This design comes from an exercise in tuning for small area on the open sky130 flow, not from production work.
Only simulation tests tie the RTL to the original design; equivalence was not proved.

== try-delta ==
## speden_display
module speden_display (
  input  wire        clk,
  input  wire        rst,
  input  wire        cmd_valid,
  output wire        cmd_ready,
  input  wire [2:0]  cmd,
  input  wire [15:0] score,
  input  wire        high_score,
  output reg  [5:0]  src_addr,
  input  wire [7:0]  src_data,
  output wire        done,
  output wire [1:0]  status,
  output reg         ovf,
  output reg         irq_hold,
  output wire        sdi,
  output wire        sck,
  output wire        rck,
  output wire        clr,
  output wire        oe
);
For scale: about 670 cells after synthesis, roughly 48 I/O pins.
clock: 15.0 ns
lec_check: 0
cap_margin: 20
core_margin: 2
core_utilization: 70
slew_margin: 20
standard.sh (not shown) runs the stock make flow with config.mk's settings and CLKGATE_MAP_FILE= SYNTH_SCRIPT=/design/flow/synth_recipe.tcl, a recipe that flattens the netlist after the stock synthesis.
==> flow/flow/run.sh <==
#!/bin/bash
# Own layout flow: the standard synthesis, its combinational logic re-mapped for area
# (registers untouched), then the standard ORFS flow with 1x port buffers and a lighter
# clock tree. Each tool's output goes to a log file of its own in this folder.
set -euo pipefail
W=$(pwd)
R=$W/orfs/results/$FLOW_PLATFORM/speden_display/base
# 1. standard synthesis, netlist only
bash standard.sh $R/1_2_yosys.v > $W/log_1_synth.txt 2>&1
cp $R/1_2_yosys.v $W/netlist_standard.v
# 2. area re-mapping of the gates between the registers, with a few ABC seeds in
#    parallel; the smallest netlist is kept
SEEDS="1 2 3 4 5 6 7 8"
for batch in "1 2 3 4" "5 6 7 8"; do
  for s in $batch; do
    mkdir -p $W/remap_s$s
    sed "s/SEED/$s/g" flow/area.abc > $W/remap_s$s/area.abc
    ( cd $W/remap_s$s && bash $W/flow/remap.sh $W/netlist_standard.v $W/remap_s$s/netlist.v $W/remap_s$s/area.abc > $W/log_2_remap_s$s.txt 2>&1 ) &
  done
  wait
done
best=""; besta=""
for s in $SEEDS; do
  a=$(grep "Chip area for module" $W/log_2_remap_s$s.txt | tail -n 1 | awk '{print $NF}' || true)
  [[ -n "$a" && -f $W/remap_s$s/netlist.v ]] || continue
  if [[ -z "$besta" ]] || awk -v a="$a" -v b="$besta" 'BEGIN{exit !(a<b)}'; then best=$s; besta=$a; fi
done
echo "remap seeds: best $best area $besta" > $W/log_2_remap_pick.txt
if [[ -n "$best" ]]; then
  cp $W/remap_s$best/netlist.v $W/netlist_remap.v
else
  cp $W/netlist_standard.v $W/netlist_remap.v
fi
cp $W/netlist_remap.v $R/1_2_yosys.v
touch $R/1_2_yosys.v
# 3. the rest of the standard flow
bash standard.sh \
  "BUFFER_PORTS_ARGS=-buffer_cell sky130_fd_sc_hd__buf_1" \
  "CTS_ARGS=$(cat flow/cts_args.txt)" \
  finish > $W/log_3_layout.txt 2>&1
test -f $W/out/final.def
Other scripts of this flow, unchanged in this note and not shown: flow/flow/area.abc, flow/flow/cts_args.txt, flow/flow/remap.sh
Here is what was changed in the inputs of try-tundra compared with try-delta.
Settings: CORE_UTILIZATION changed from 70 to 60.
-- flow/flow/run.sh --
<<< try-delta, line 12
#    parallel; the smallest netlist is kept
SEEDS="1 2 3 4 5 6 7 8"
for batch in "1 2 3 4" "5 6 7 8"; do
  for s in $batch; do
>>> try-tundra, line 12
#    parallel; the smallest netlist is kept
SEEDS="1 2 3 4"
for batch in "1 2 3 4"; do
  for s in $batch; do
### Flow results
- | hold slack | try-tundra vs try-delta | worse |
- The lower growth of design area from synthesis to finish of try-delta and try-tundra is in try-delta.
- Diff try-delta -> try-tundra: number of placed cells counting well taps moved up; total wire length shrank by about 4%.
Here is what was changed in the inputs of try-lagoon compared with try-tundra.
Settings: a change of CORE_UTILIZATION from 60 to 70.
-- flow/flow/run.sh --
<<< try-tundra, line 13
SEEDS="1 2 3 4"
for batch in "1 2 3 4"; do
  for s in $batch; do
    mkdir -p $W/remap_s$s
    sed "s/SEED/$s/g" flow/area.abc > $W/remap_s$s/area.abc
    ( cd $W/remap_s$s && bash $W/flow/remap.sh $W/netlist_standard.v $W/remap_s$s/netlist.v $W/remap_s$s/area.abc > $W/log_2_remap_s$s.txt 2>&1 ) &
  done
  wait
done
best=""; besta=""
>>> try-lagoon, line 13
SEEDS="1 2 3 4"
for s in $SEEDS; do
  mkdir -p $W/remap_s$s
  sed "s/SEED/$s/g" flow/area.abc > $W/remap_s$s/area.abc
  ( cd $W/remap_s$s && bash $W/flow/remap.sh $W/netlist_standard.v $W/remap_s$s/netlist.v $W/remap_s$s/area.abc > $W/log_2_remap_s$s.txt 2>&1 ) &
done
wait
best=""; besta=""
--- outcome ---
- The sum of routed wire length over all layers of try-lagoon is higher than that of try-tundra.
- [compare] base=try-tundra new=try-lagoon: part of the cycle the worst path needs shrank by 0.36 points, ratio of cells with drive above 1 in the final layout held steady, final cell area excluding filler cells held steady.

re-timing with driven ports:
In the flow no input, the clock included, has a driving cell. The finished layouts below were timed again as built, in two steps. Step 1 sets driving cells, clkbuf_16 on the clock port and buf_2 on the other inputs (assumed; they add their load-dependent delay and slew). Step 2, shift: input delay + t, output delay - t, t = (earliest + latest rising clock arrival at the registers) / 2. This alone moves slack from input paths to output paths. a / b / c = no drivers / after step 1 / after step 2; a / b = the first two.
| run | shift t [ns] | setup slack, ns | worst hold slack (ns) | worst setup path at the end | worst register clock-pin slew, ns |
|---|---|---|---|---|---|
| try-delta | 0.506 | 8.907 / 8.873 / 9.032 | 0.304 / 0.304 / 0.304 | input to register | 0.10 / 0.10 |
| try-tundra | 0.513 | 8.853 / 8.817 / 9.187 | 0.297 / 0.297 / 0.297 | input to register | 0.10 / 0.10 |
| try-lagoon | 0.506 | 8.907 / 8.873 / 9.032 | 0.304 / 0.304 / 0.304 | input to register | 0.10 / 0.10 |
After both steps every run listed still meets setup and hold.
